Background: an optimization exercise with open tools, aiming at small area, a short achievable clock period and few clock cycles. Do not read the settings as production practice.
In this exercise RTL edits were held to simulation tests only and were not proved equivalent to the original.

// ms_alu
module ms_alu (
    input  wire        clk,
    input  wire        rst,           
    input  wire        in_valid,
    output wire        in_ready,
    input  wire [7:0]  in_op,
    input  wire [63:0] in_a,
    input  wire [63:0] in_b,
    output reg         out_valid,
    output reg  [63:0] out_result,
    output reg  [3:0]  out_fault
);
    localparam integer NF = 7;           
    localparam [7:0] OP_ADD  = 8'h01, OP_SUB  = 8'h02, OP_MUL  = 8'h03, OP_DIV  = 8'h04;
    localparam [7:0] OP_ADDF = 8'h05, OP_SUBF = 8'h06, OP_MULF = 8'h07, OP_DIVF = 8'h08;
    localparam [7:0] OP_EQ   = 8'h1C, OP_NEQ  = 8'h1D, OP_LT   = 8'h1E, OP_GT   = 8'h1F;
    localparam [7:0] OP_GEQ  = 8'h20, OP_LEQ  = 8'h21;
    localparam [7:0] OP_EQF  = 8'h22, OP_NEQF = 8'h23, OP_LTF  = 8'h24, OP_GTF  = 8'h25;
    localparam [7:0] OP_GEQF = 8'h26, OP_LEQF = 8'h27;
    localparam [7:0] OP_AND  = 8'h28, OP_OR   = 8'h29, OP_NOT  = 8'h2A;
    localparam [3:0] F_NONE = 4'd0, F_BADOP = 4'd2, F_ARITH = 4'd5, F_NONBOOL = 4'd15;
    localparam integer T_ALIGN = 0,  T_FADD  = 1,  T_LZ    = 2,  T_NRM   = 3,
                       T_DEN   = 4,  T_RND   = 5,  T_NEGB  = 6,  T_MSTEP = 7,
                       T_CPA   = 8,  T_MFUN  = 9,  T_LZA   = 10, T_SHA   = 11,
                       T_LZB   = 12, T_SHB   = 13, T_DSTEP = 14, T_DFIN  = 15,
                       T_FIX1  = 16, T_DPRE  = 17, T_FIX2  = 18, T_SHQ   = 19,
                       T_FA    = 20, T_SPEC  = 21, NT      = 22;
    reg [63:0] a_q, b_q, cv;
    reg [2:0]  wsx_q, wcx_q;        
    reg        neg_q, rnz_q;        
    reg [1:0]  sft_q;               
    reg [7:0]  op_q;
    reg        v_q;                 
    reg        rdy_q;
    reg [NT-1:0] st;
    reg c_mul, c_div, c_fadd, c_mulf, c_divf;    
    reg [6:0]  cnt, tgt;
    reg signed [13:0] ex_q;         
    reg        den_q;               
    reg        sg_q;                
    reg        eff_q;               
    reg        zs_q;                
    reg        swp_q;               
    reg        ci_q;                
    reg [6:0]  lza_q;               
  ...
Settings: LEC_CHECK=0, CAP_MARGIN=20, CORE_MARGIN=2, CORE_UTILIZATION=40, CTS_CLUSTER_DIAMETER=100, CTS_CLUSTER_SIZE=20, PLACE_DENSITY=0.6, SLEW_MARGIN=20; clock period 25.0 ns.
standard.sh (not shown) runs the stock make flow with config.mk's settings and CLKGATE_MAP_FILE= SYNTH_SCRIPT=/design/flow/synth_recipe.tcl, a recipe that flattens the netlist after the stock synthesis.
==> flow/flow/run.sh <==
#!/bin/bash
# The standard layout (its own synthesis, SDC and clock period, unchanged),
# with these knobs: port buffers are sky130 buf_2 cells instead of the default
# delay buffers, and timing repair aims for a setup slack above zero so the
# critical paths get sized and buffered. Clock-tree settings are in config.mk.
set -euo pipefail
bash standard.sh 'BUFFER_PORTS_ARGS=-buffer_cell sky130_fd_sc_hd__buf_2' SETUP_SLACK_MARGIN=18.5 finish \
  > flow_standard.log 2>&1
Testbench counts at the start, summed over its fixed seeds: cycles 17,296.
Edit:
--- a/flow/flow/run.sh
+++ b/flow/flow/run.sh
@@ -5,4 +5,4 @@
 # critical paths get sized and buffered. Clock-tree settings are in config.mk.
 set -euo pipefail
-bash standard.sh 'BUFFER_PORTS_ARGS=-buffer_cell sky130_fd_sc_hd__buf_2' SETUP_SLACK_MARGIN=18.5 finish \
+bash standard.sh 'BUFFER_PORTS_ARGS=-buffer_cell sky130_fd_sc_hd__buf_2' SETUP_SLACK_MARGIN=18.75 finish \
   > flow_standard.log 2>&1
--- a/flow/config.mk
+++ b/flow/config.mk
@@ -8,7 +8,7 @@
 export CAP_MARGIN = 20
 export CORE_MARGIN = 2
-export CORE_UTILIZATION = 40
+export CORE_UTILIZATION = 45
 export CTS_CLUSTER_DIAMETER = 100
 export CTS_CLUSTER_SIZE = 20
-export PLACE_DENSITY = 0.6
+export PLACE_DENSITY = 0.65
 export SLEW_MARGIN = 20
Core utilization went up by 6.2 points.
Sequential share of layout area went up by 0.11 points.
Wire length went down by 4.7%.
Cell area went up by 0.68%.
Global-route usage went up by 3.5 points.
Clock-buffer cell count went down by 4.

-- separate check: timing with driven ports --
How much do the figures lean on ideal ports? The routed layouts below were timed once more, with nothing changed but the port constraints.
Step 1, drivers: a clkbuf_16 drives clk and a buf_2 each remaining input, both assumed.
Step 2 also shifts input and output timing later by t, the mid clock arrival at the registers, as if the neighbouring blocks saw the same clock.
a / b / c = no drivers / after step 1 / after step 2; a / b = the first two.
run | t, ns | setup WS [ns] | worst register clock-pin slew, ns | pins driven straight from the clock port
the first run | 0.745 | 18.173 / 18.173 / 17.962 | 0.11 / 0.11 | 1
the second run | 0.746 | 18.614 / 18.614 / 18.096 | 0.11 / 0.11 | 1
After both steps setup and hold are still met in every run listed. The setup slack of the second run, which loses most, moves by 0.000 ns with the drivers and by -0.518 ns with both steps.
